This is an optimization exercise on Yosys and OpenROAD, whose aim is small area, a short achievable clock period and few clock cycles, not a production implementation.
Where RTL was checked, it was by simulation tests only, not by an equivalence proof against the original.
Power figures rest on the tool's default switching activity, not on a simulated workload.

==> 10-20: inputs <==
==> flow/design.v <==
module ga_add #(parameter N = 33) (
    input  wire [N-1:0] a,
    input  wire [N-1:0] b,
    input  wire         cin,
    output wire [N-1:0] s
);
    localparam L = $clog2(N);
    wire [N-1:0] p  = a ^ b;
    wire [N-1:0] g0 = a & b;
    wire [N-1:0] gg [0:2*L];
    wire [N-1:0] pp [0:L];
    assign gg[0] = {g0[N-1:1], g0[0] | (p[0] & cin)};
    assign pp[0] = p;
    genvar l, i;
    generate
        for (l = 0; l < L; l = l + 1) begin : up
            for (i = 0; i < N; i = i + 1) begin : bit_
                if (((i + 1) % (1 << (l + 1))) == 0) begin : c
                    assign gg[l+1][i] = gg[l][i] | (pp[l][i] & gg[l][i - (1 << l)]);
                    assign pp[l+1][i] = pp[l][i] & pp[l][i - (1 << l)];
                end else begin : k
                    assign gg[l+1][i] = gg[l][i];
                    assign pp[l+1][i] = pp[l][i];
                end
            end
        end
        for (l = L - 2; l >= 0; l = l - 1) begin : dn
            for (i = 0; i < N; i = i + 1) begin : bit_
                if ((i + 1 >= (3 << l)) && (((i + 1) % (1 << (l + 1))) == (1 << l))) begin : c
                    assign gg[2*L-1-l][i] = gg[2*L-2-l][i] | (pp[L][i] & gg[2*L-2-l][i - (1 << l)]);
                end else begin : k
                    assign gg[2*L-1-l][i] = gg[2*L-2-l][i];
                end
            end
        end
    endgenerate
    assign s = p ^ {gg[2*L-1][N-2:0], cin};
endmodule
module ga_cout #(parameter N = 33) (
    input  wire [N-1:0] a,
    input  wire [N-1:0] b,
    input  wire         cin,
    output wire         co
);
    localparam L = $clog2(N + 1);
    localparam M = 1 << L;
    wire [M-1:0] g0 = {{(M-N-1){1'b0}}, a & b, cin};
    wire [M-1:0] p0 = {{(M-N-1){1'b1}}, a ^ b, 1'b0};
    wire [M-1:0] gg [0:L];
    wire [M-1:0] pp [0:L];
    assign gg[0] = g0;
    assign pp[0] = p0;
    genvar l, i;
    generate
        for (l = 0; l < L; l = l + 1) begin : lv
            for (i = 0; i < (M >> (l + 1)); i = i + 1) begin : n
                assign gg[l+1][i] = gg[l][2*i+1] | (pp[l][2*i+1] & gg[l][2*i]);
                assign pp[l+1][i] = pp[l][2*i+1] & pp[l][2*i];
            end
            if (l + 1 <= L) begin : z
                assign gg[l+1][M-1:(M >> (l + 1))] = {(M - (M >> (l + 1))){1'b0}};
                assign pp[l+1][M-1:(M >> (l + 1))] = {(M - (M >> (l + 1))){1'b0}};
            end
        end
    endgenerate
    assign co = gg[L][0];
endmodule
module ga_core (
    input  wire        clk,
    input  wire        rst,
    input  wire [4:0]  reg_idx,
    input  wire        reg_wr,
    input  wire        reg_rd,
    input  wire [31:0] reg_wdata,
    output reg  [31:0] reg_rdata,
    output wire        pix_valid,
    input  wire        pix_ready,
    output wire [31:0] pix_x,
    output wire [31:0] pix_y
);
    reg [31:0] px0, py0, px1, py1, prm, canw, canh;
    reg        done;
    reg [1:0]  err;           
    localparam [3:0] S_IDLE = 4'd0, S_L1 = 4'd1, S_L2 = 4'd2, S_L3 = 4'd3,
                     S_L4 = 4'd4, S_L5 = 4'd5, S_L6 = 4'd6, S_L7 = 4'd7,
                     S_LRUN = 4'd8, S_D0 = 4'd9, S_DRUN = 4'd10,
                     S_L3A = 4'd11, S_L3B = 4'd12;
    reg [3:0]  st;
    wire       busy = (st != S_IDLE);
    reg [31:0] X;             
    reg [32:0] Y;             
    reg [32:0] E;             
    reg [32:0] P, Q;          
    reg [33:0] F;             
    reg [1:0]  j;             
    reg        gv;            
    reg        first;         
    reg        lc;            
    reg        steep, sxp, syp;
    wire       is_oper = (reg_idx >= 5'd2) && (reg_idx <= 5'd8);
    wire       cmd_wr  = reg_wr && (reg_idx == 5'd0);
    wire       w_line  = (reg_wdata == 32'd1);
    wire       w_disk  = (reg_wdata == 32'd2);
    wire       w_nop   = (reg_wdata == 32'd0);
    wire       w_clr   = (reg_wdata == 32'd15);
    wire       start   = cmd_wr && !busy && (err == 2'd0) && (w_line || w_disk);
    wire       swap = steep ? ~syp : ~sxp;
    wire       mneg = sxp ^ syp;
    reg        hsel, gax, gay, gh, gv3, s3;
    wire [32:0] h  = hsel ? Q : P;
    wire [32:0] v  = hsel ? P : Q;
    wire [32:0] hg = gh  ? h : 33'd0;
    wire [32:0] vg = gv3 ? v : 33'd0;
    wire [32:0] ax = gax ? {px0[31], px0} : 33'd0;
    wire [32:0] ay = gay ? {py0[31], py0} : 33'd0;
    wire [32:0] A1, A2, A3;
    ga_add #(33) u_a1 (.a(ax), .b(~hg), .cin(1'b1), .s(A1));
    ga_add #(33) u_a2 (.a(ax), .b(hg), .cin(1'b0), .s(A2));
    ga_add #(33) u_a3 (.a(ay), .b(vg ^ {33{s3}}), .cin(s3), .s(A3));
    reg        g1, l1, g2, fcin;
    wire [33:0] S1 = g1 ? {v, l1} : 34'd0;
    wire [33:0] S2 = g2 ? {~h, 1'b1} : 34'd0;
    wire [33:0] cs_s = F ^ S1 ^ S2;
    wire [33:0] cs_c = (F & S1) | (F & S2) | (S1 & S2);
    wire [33:0] FA;
    ga_add #(34) u_fa (.a(cs_s), .b({cs_c[32:0], fcin}), .cin(1'b0), .s(FA));
    wire        fneg = F[33];
    wire        sel  = ~F[33];
    wire [32:0] wx = {canw[31], canw};
    wire [32:0] hx = {canh[31], canh};
    wire        y_ge_h, x_ge_w;
    ga_cout #(33) u_yh (.a(Y ^ 33'h100000000), .b(~(hx ^ 33'h100000000)), .cin(1'b1), .co(y_ge_h));
    ga_cout #(33) u_xw (.a({1'b0, X} ^ 33'h100000000), .b(~(wx ^ 33'h100000000)), .cin(1'b1), .co(x_ge_w));
    wire        y_lt_h = ~y_ge_h;
    wire        x_lt_w = ~x_ge_w;
    wire        dvld   = gv && !Y[32] && y_lt_h && x_lt_w && !E[32];
    wire        dlast  = ({1'b0, X} == E) || ({1'b0, x_id} == wx);
    wire        dadv   = !dvld || (pix_ready && dlast);
    wire        eq_pq  = (P == Q);
    wire        eq_pq1 = (P == q_inc);
    wire        dend   = (j == 2'd0) && !lc;
    wire        guard  = (j == 2'd0) ? 1'b1 :
                         (j == 2'd1) ? (Q != 33'd0) : !eq_pq;
    wire        llast  = ((steep ? Y[31:0] : X) == E[31:0]);
    wire        lrun   = (st == S_LRUN);
    wire        xdec   = lrun & steep & mneg;
    wire        ydec   = ~steep & mneg;
    wire [31:0] x_id, y_id;
    wire [32:0] p_dec, q_inc;
    ga_add #(32) u_xi (.a(X), .b({32{xdec}}), .cin(~xdec), .s(x_id));
    ga_add #(32) u_yi (.a(Y[31:0]), .b({32{ydec}}), .cin(~ydec), .s(y_id));
    ga_add #(33) u_pd (.a(P), .b({33{sel}}), .cin(1'b0), .s(p_dec));
    ga_add #(33) u_qi (.a(Q), .b(33'd0), .cin(1'b1), .s(q_inc));
    assign pix_valid = (st == S_LRUN) || ((st == S_DRUN) && dvld);
    assign pix_x     = X;
    assign pix_y     = Y[31:0];
    wire fin = ((st == S_LRUN) && pix_ready && llast) ||
               ((st == S_DRUN) && dadv && dend);
    always @(*) begin
        hsel = 1'b0; gax = 1'b1; gay = 1'b1; gh = 1'b1; gv3 = 1'b1; s3 = 1'b0;
        g1 = 1'b0; l1 = 1'b0; g2 = 1'b0; fcin = 1'b0;
        case (st)
            S_L1: begin s3 = 1'b1; end
            S_L2: begin gax = 1'b0; gay = 1'b0; s3 = 1'b1; end
            S_L3: begin gay = 1'b0; gv3 = 1'b0; end
            S_L3A: begin hsel = 1'b1; g1 = 1'b1; g2 = 1'b1; fcin = 1'b1; end
            S_L4: begin gh = swap; gv3 = swap; s3 = ~syp; end
            S_L5: begin gh = ~swap; gv3 = ~swap; end
            S_L6: begin hsel = ~steep; gay = 1'b0; end
            S_L7: begin hsel = ~steep; g2 = 1'b1; fcin = 1'b1; end
            S_LRUN: begin hsel = ~steep; g1 = fneg; g2 = 1'b1; fcin = 1'b1; end
            S_D0: begin hsel = 1'b1; gay = 1'b0; s3 = 1'b1; end
            default: begin  
                hsel = j[1]; s3 = j[0];
                g1 = 1'b1; l1 = 1'b1; g2 = sel & ~first; fcin = sel & ~first;
            end
        endcase
    end
    always @(posedge clk) begin
        if (rst) begin
            px0 <= 32'd0; py0 <= 32'd0; px1 <= 32'd0; py1 <= 32'd0;
            prm <= 32'd0; canw <= 32'd0; canh <= 32'd0;
            done <= 1'b0; err <= 2'd0; st <= S_IDLE;
        end else begin
            if (reg_wr) begin
                if (busy && (cmd_wr || is_oper)) begin
                    if (err == 2'd0) err <= 2'd2;
                end else if (is_oper) begin
                    case (reg_idx)
                        5'd2: px0 <= reg_wdata;
                        5'd3: py0 <= reg_wdata;
                        5'd4: px1 <= reg_wdata;
                        5'd5: py1 <= reg_wdata;
                        5'd6: prm <= reg_wdata;
                        5'd7: canw <= reg_wdata;
                        default: canh <= reg_wdata;
                    endcase
                end else if (cmd_wr) begin
                    if (w_clr) err <= 2'd0;
                    else if (!(w_nop || w_line || w_disk)) begin
                        if (err == 2'd0) err <= 2'd1;
                    end
                end
            end
            if (start) done <= 1'b0;
            if (fin) done <= 1'b1;
            case (st)
                S_IDLE: begin
                    if (start) begin
                        if (w_disk) begin
                            P <= {prm[31], prm};
                            Q <= 33'd0;
                            j <= 2'd0; gv <= 1'b0; first <= 1'b1; lc <= ~prm[31];
                            st <= S_D0;
                        end else begin
                            P <= {px1[31], px1};
                            Q <= {py1[31], py1};
                            st <= S_L1;
                        end
                    end
                end
                S_L1: begin P <= A1; Q <= A3; st <= S_L2; end
                S_L2: begin
                    sxp <= P[32]; syp <= Q[32];
                    if (P[32]) P <= A1;
                    if (Q[32]) Q <= A3;
                    st <= S_L3;
                end
                S_L3: begin F <= {A3[32], A3}; st <= S_L3A; end
                S_L3A: begin F <= FA; st <= S_L3B; end
                S_L3B: begin steep <= F[33]; st <= S_L4; end
                S_L4: begin X <= sxp ? A2[31:0] : A1[31:0]; Y <= A3; st <= S_L5; end
                S_L5: begin E <= steep ? A3 : A2; st <= S_L6; end
                S_L6: begin F <= {A3[32], A3}; st <= S_L7; end
                S_L7: begin F <= FA; st <= S_LRUN; end
                S_LRUN: begin
                    if (pix_ready) begin
                        if (llast) st <= S_IDLE;
                        else begin
                            F <= FA;
                            if (!steep || fneg) X <= x_id;
                            if (steep || fneg) Y <= {1'b0, y_id};
                        end
                    end
                end
                S_D0: begin F <= {A3[32], A3}; st <= S_DRUN; end
                default: begin  
                    if (dadv) begin
                        if (dend) st <= S_IDLE;
                        else begin
                            X  <= A1[32] ? 32'd0 : A1[31:0];
                            E  <= A2;
                            Y  <= A3;
                            gv <= guard;
                            j  <= j + 2'd1;
                            if (j == 2'd3) begin
                                P <= p_dec;
                                Q <= q_inc;
                                lc <= !eq_pq && !(eq_pq1 && sel);
                            end
                            if (j == 2'd0) begin
                                F <= FA;
                                first <= 1'b0;
                            end
                        end
                    end else if (pix_ready) begin
                        X <= x_id;
                    end
                end
            endcase
        end
    end
    always @(*) begin
        case (reg_idx)
            5'd1: reg_rdata = {24'd0, 2'b00, err, 2'b00, done, busy};
            5'd2: reg_rdata = px0;
            5'd3: reg_rdata = py0;
            5'd4: reg_rdata = px1;
            5'd5: reg_rdata = py1;
            5'd6: reg_rdata = prm;
            5'd7: reg_rdata = canw;
            5'd8: reg_rdata = canh;
            default: reg_rdata = 32'd0;
        endcase
    end
endmodule
==> flow/run.sh <==
#!/bin/bash
# synth_recipe.tcl (not shown) runs the flow's synth.tcl, then flattens the netlist and writes it again
# the make line also repeats each setting of config.mk as NAME=value (left out here)
make -C /OpenROAD-flow-scripts/flow DESIGN_CONFIG=/design/flow/config.mk WORK_HOME=/design/flow/orfs CLKGATE_MAP_FILE= SYNTH_SCRIPT=/design/flow/synth_recipe.tcl finish
==> flow/config.mk <==
export PLATFORM = sky130hd
export DESIGN_NAME = ga_core
export DESIGN_NICKNAME = ga_core
export VERILOG_FILES = /design/flow/design.v
export SDC_FILE = /design/flow/constraint.sdc
export NUM_CORES = 4
export LEC_CHECK = 0
export CAP_MARGIN = 20
export CORE_MARGIN = 2
export CORE_UTILIZATION = 40
export SETUP_SLACK_MARGIN = 5
export SLEW_MARGIN = 20
==> flow/constraint.sdc <==
create_clock -name core_clock -period 11.0 [get_ports {clk}]
set_input_delay 2.2000 -clock core_clock [delete_from_list [all_inputs] [get_ports {clk}]]
set_output_delay 2.2000 -clock core_clock [all_outputs]
set_load 0.01 [all_outputs]
==> inputs of 06-18, as changes to 10-20 <==
--- a/flow/design.v
+++ b/flow/design.v
@@ -6,3 +6,3 @@
 );
-    localparam L = $clog2(N);
+    localparam L = (N <= 2) ? 1 : (N <= 4) ? 2 : (N <= 8) ? 3 : (N <= 16) ? 4 : (N <= 32) ? 5 : (N <= 64) ? 6 : 7;   
     wire [N-1:0] p  = a ^ b;
@@ -44,3 +44,3 @@
 );
-    localparam L = $clog2(N + 1);
+    localparam L = (N < 2) ? 1 : (N < 4) ? 2 : (N < 8) ? 3 : (N < 16) ? 4 : (N < 32) ? 5 : (N < 64) ? 6 : 7;   
     localparam M = 1 << L;
@@ -98,2 +98,3 @@
     reg        lc;            
+    reg        wk;            
     reg        steep, sxp, syp;
@@ -106,5 +107,7 @@
     wire       start   = cmd_wr && !busy && (err == 2'd0) && (w_line || w_disk);
-    wire       swap = steep ? ~syp : ~sxp;
+    wire       stp  = (st == S_L4) ? F[33] : steep;    
+    wire       swap = stp ? ~syp : ~sxp;
     wire       mneg = sxp ^ syp;
-    reg        hsel, gax, gay, gh, gv3, s3;
+    reg        hsel, gax, gay, gh, gv3, s3, c3, gm1;
+    wire       lrun = (st == S_LRUN);
     wire [32:0] h  = hsel ? Q : P;
@@ -113,4 +116,4 @@
     wire [32:0] vg = gv3 ? v : 33'd0;
-    wire [32:0] ax = gax ? {px0[31], px0} : 33'd0;
-    wire [32:0] ay = gay ? {py0[31], py0} : 33'd0;
+    wire [32:0] ax = gm1 ? {33{1'b1}} : gax ? {px0[31], px0} : 33'd0;
+    wire [32:0] ay = !gay ? 33'd0 : lrun ? Y : {py0[31], py0};
     wire [32:0] A1, A2, A3;
@@ -118,3 +121,3 @@
     ga_add #(33) u_a2 (.a(ax), .b(hg), .cin(1'b0), .s(A2));
-    ga_add #(33) u_a3 (.a(ay), .b(vg ^ {33{s3}}), .cin(s3), .s(A3));
+    ga_add #(33) u_a3 (.a(ay), .b(vg ^ {33{s3}}), .cin(c3), .s(A3));
     reg        g1, l1, g2, fcin;
@@ -136,19 +139,21 @@
     wire        dvld   = gv && !Y[32] && y_lt_h && x_lt_w && !E[32];
-    wire        dlast  = ({1'b0, X} == E) || ({1'b0, x_id} == wx);
-    wire        dadv   = !dvld || (pix_ready && dlast);
+    wire [32:0] xw_p   = wx ^ ~{1'b0, X};
+    wire [32:0] xw_k   = wx | ~{1'b0, X};
+    wire        xw_last = (xw_p == {xw_k[31:0], 1'b0});
+    wire        eqE    = (((lrun & steep) ? Y[31:0] : X) == E[31:0]);
+    wire        dlast  = (eqE && !E[32]) || xw_last;
+    wire        dnext  = !dvld || dlast;         
+    wire        dgo    = !dvld || pix_ready;     
     wire        eq_pq  = (P == Q);
-    wire        eq_pq1 = (P == q_inc);
+    wire [32:0] pq_p   = P ^ ~Q;
+    wire [32:0] pq_k   = P | ~Q;
+    wire        eq_pq1 = (pq_p == {pq_k[31:0], 1'b0});
     wire        dend   = (j == 2'd0) && !lc;
-    wire        guard  = (j == 2'd0) ? 1'b1 :
-                         (j == 2'd1) ? (Q != 33'd0) : !eq_pq;
-    wire        llast  = ((steep ? Y[31:0] : X) == E[31:0]);
-    wire        lrun   = (st == S_LRUN);
+    wire        qz     = (Q == 33'd0);
+    wire        skip23 = ((j == 2'd0) && qz) ? eq_pq : ((j == 2'd1) && eq_pq);
+    wire [1:0]  jnext  = skip23 ? 2'd0 : ((j == 2'd0) && qz) ? 2'd2 : j + 2'd1;
+    wire        llast  = eqE;
     wire        xdec   = lrun & steep & mneg;
-    wire        ydec   = ~steep & mneg;
-    wire [31:0] x_id, y_id;
-    wire [32:0] p_dec, q_inc;
+    wire [31:0] x_id;
     ga_add #(32) u_xi (.a(X), .b({32{xdec}}), .cin(~xdec), .s(x_id));
-    ga_add #(32) u_yi (.a(Y[31:0]), .b({32{ydec}}), .cin(~ydec), .s(y_id));
-    ga_add #(33) u_pd (.a(P), .b({33{sel}}), .cin(1'b0), .s(p_dec));
-    ga_add #(33) u_qi (.a(Q), .b(33'd0), .cin(1'b1), .s(q_inc));
     assign pix_valid = (st == S_LRUN) || ((st == S_DRUN) && dvld);
@@ -157,5 +162,5 @@
     wire fin = ((st == S_LRUN) && pix_ready && llast) ||
-               ((st == S_DRUN) && dadv && dend);
+               ((st == S_DRUN) && dgo && !wk && dnext && dend);
     always @(*) begin
-        hsel = 1'b0; gax = 1'b1; gay = 1'b1; gh = 1'b1; gv3 = 1'b1; s3 = 1'b0;
+        hsel = 1'b0; gax = 1'b1; gay = 1'b1; gh = 1'b1; gv3 = 1'b1; s3 = 1'b0; c3 = 1'b0; gm1 = 1'b0;
         g1 = 1'b0; l1 = 1'b0; g2 = 1'b0; fcin = 1'b0;
@@ -164,3 +169,3 @@
             S_L2: begin gax = 1'b0; gay = 1'b0; s3 = 1'b1; end
-            S_L3: begin gay = 1'b0; gv3 = 1'b0; end
+            S_IDLE: begin gay = 1'b0; gv3 = 1'b0; end
             S_L3A: begin hsel = 1'b1; g1 = 1'b1; g2 = 1'b1; fcin = 1'b1; end
@@ -170,6 +175,7 @@
             S_L7: begin hsel = ~steep; g2 = 1'b1; fcin = 1'b1; end
-            S_LRUN: begin hsel = ~steep; g1 = fneg; g2 = 1'b1; fcin = 1'b1; end
+            S_LRUN: begin gv3 = 1'b0; s3 = ~steep & mneg; c3 = ~(~steep & mneg); hsel = ~steep; g1 = fneg; g2 = 1'b1; fcin = 1'b1; end
             S_D0: begin hsel = 1'b1; gay = 1'b0; s3 = 1'b1; end
             default: begin  
-                hsel = j[1]; s3 = j[0];
+                hsel = wk ? 1'b0 : j[1]; s3 = wk ? 1'b0 : j[0];
+                gax = !wk; gm1 = wk & sel; gay = !wk;
                 g1 = 1'b1; l1 = 1'b1; g2 = sel & ~first; fcin = sel & ~first;
@@ -177,2 +183,4 @@
         endcase
+        if (st != S_LRUN) c3 = s3;
+        if (st == S_DRUN && wk) c3 = 1'b1;
     end
@@ -212,3 +220,3 @@
                             Q <= 33'd0;
-                            j <= 2'd0; gv <= 1'b0; first <= 1'b1; lc <= ~prm[31];
+                            j <= 2'd0; gv <= 1'b0; first <= 1'b1; lc <= ~prm[31]; wk <= 1'b0;
                             st <= S_D0;
@@ -217,2 +225,3 @@
                             Q <= {py1[31], py1};
+                            F <= {A3[32], A3};    
                             st <= S_L1;
@@ -226,8 +235,6 @@
                     if (Q[32]) Q <= A3;
-                    st <= S_L3;
-                end
-                S_L3: begin F <= {A3[32], A3}; st <= S_L3A; end
-                S_L3A: begin F <= FA; st <= S_L3B; end
-                S_L3B: begin steep <= F[33]; st <= S_L4; end
-                S_L4: begin X <= sxp ? A2[31:0] : A1[31:0]; Y <= A3; st <= S_L5; end
+                    st <= S_L3A;
+                end
+                S_L3A: begin F <= FA; st <= S_L4; end
+                S_L4: begin steep <= F[33]; X <= sxp ? A2[31:0] : A1[31:0]; Y <= A3; st <= S_L5; end
                 S_L5: begin E <= steep ? A3 : A2; st <= S_L6; end
@@ -241,3 +248,3 @@
                             if (!steep || fneg) X <= x_id;
-                            if (steep || fneg) Y <= {1'b0, y_id};
+                            if (steep || fneg) Y <= A3;
                         end
@@ -247,3 +254,13 @@
                 default: begin  
-                    if (dadv) begin
+                    if (dgo) begin
+                    if (wk) begin
+                        P  <= A2;
+                        Q  <= A3;
+                        lc <= !eq_pq && !(eq_pq1 && sel);
+                        wk <= 1'b0;
+                        if (dvld) begin
+                            if (dlast) gv <= 1'b0;
+                            else X <= x_id;
+                        end
+                    end else if (dnext) begin
                         if (dend) st <= S_IDLE;
@@ -253,9 +270,5 @@
                             Y  <= A3;
-                            gv <= guard;
-                            j  <= j + 2'd1;
-                            if (j == 2'd3) begin
-                                P <= p_dec;
-                                Q <= q_inc;
-                                lc <= !eq_pq && !(eq_pq1 && sel);
-                            end
+                            gv <= 1'b1;
+                            j  <= jnext;
+                            if ((j == 2'd3) || skip23) wk <= 1'b1;
                             if (j == 2'd0) begin
@@ -265,4 +278,5 @@
                         end
-                    end else if (pix_ready) begin
+                    end else begin
                         X <= x_id;
+                    end
                     end
--- a/flow/config.mk
+++ b/flow/config.mk
@@ -9,4 +9,4 @@
 export CORE_MARGIN = 2
-export CORE_UTILIZATION = 40
-export SETUP_SLACK_MARGIN = 5
+export CORE_UTILIZATION = 65
+export SETUP_SLACK_MARGIN = 4
 export SLEW_MARGIN = 20
==> comparison <==
10-20 produced a clean layout. 06-18 finished with timing, DRC and antenna clean.
Against 06-18, the synthesized cell count of 10-20 is larger by 9.5%.
In 10-20 the routed wire length is higher than in 06-18, by 26%.
In 06-18 the final area is lower than in 10-20, by 18%.
Between 10-20 and 06-18, the lower clock power is in 06-18 (gap about 6%, measured against 06-18).
==> figures <==
	06-18	10-20
Register-to-Register Path Depth	21	26
GRT Resource Usage Total	0.523	0.365
Routed vias/inst	7.08	6.36
Compound-cell area share of the yosys netlist	0.169	0.168
Post-synth cell types	86	84
Result of the run	no timing/DRC/antenna violations	no timing/DRC/antenna violations
Average instance area after synthesis	8.55 µm²	8.57 µm²
Count of filler cells inserted in the layout	3789	8661
Clock latency on the worst-skew pair	0.62 ns	0.67 ns
Most frequent CP cell	sky130_fd_sc_hd__buf_4	sky130_fd_sc_hd__nand2_1
Testbench counts of 06-18, summed over its fixed seeds: cycles 289,441.
No functional check of the RTL was part of 10-20.

separate check: timing with driven ports:
Ports are ideal in the flow. The routed layouts listed here were re-timed in OpenROAD. Step 1, drivers: a clkbuf_16 drives clk and a buf_2 each remaining input, both assumed. Step 2 also shifts input and output timing later by t, the mid clock arrival at the registers, as if the neighbouring blocks saw the same clock. Three values: ideal, step 1, step 2; two values: the first two.
run | t, ns | slack for setup (ns) | worst data-port slew with drivers (ns)
10-20 | 0.718 | 4.497 / 4.504 / 3.831 | 0.08
06-18 | 0.666 | 3.920 / 3.920 / 3.920 | 0.05
After both steps every run listed still meets setup and hold. The setup slack of 10-20, which loses most, moves by +0.007 ns with the drivers and by -0.666 ns with both steps.
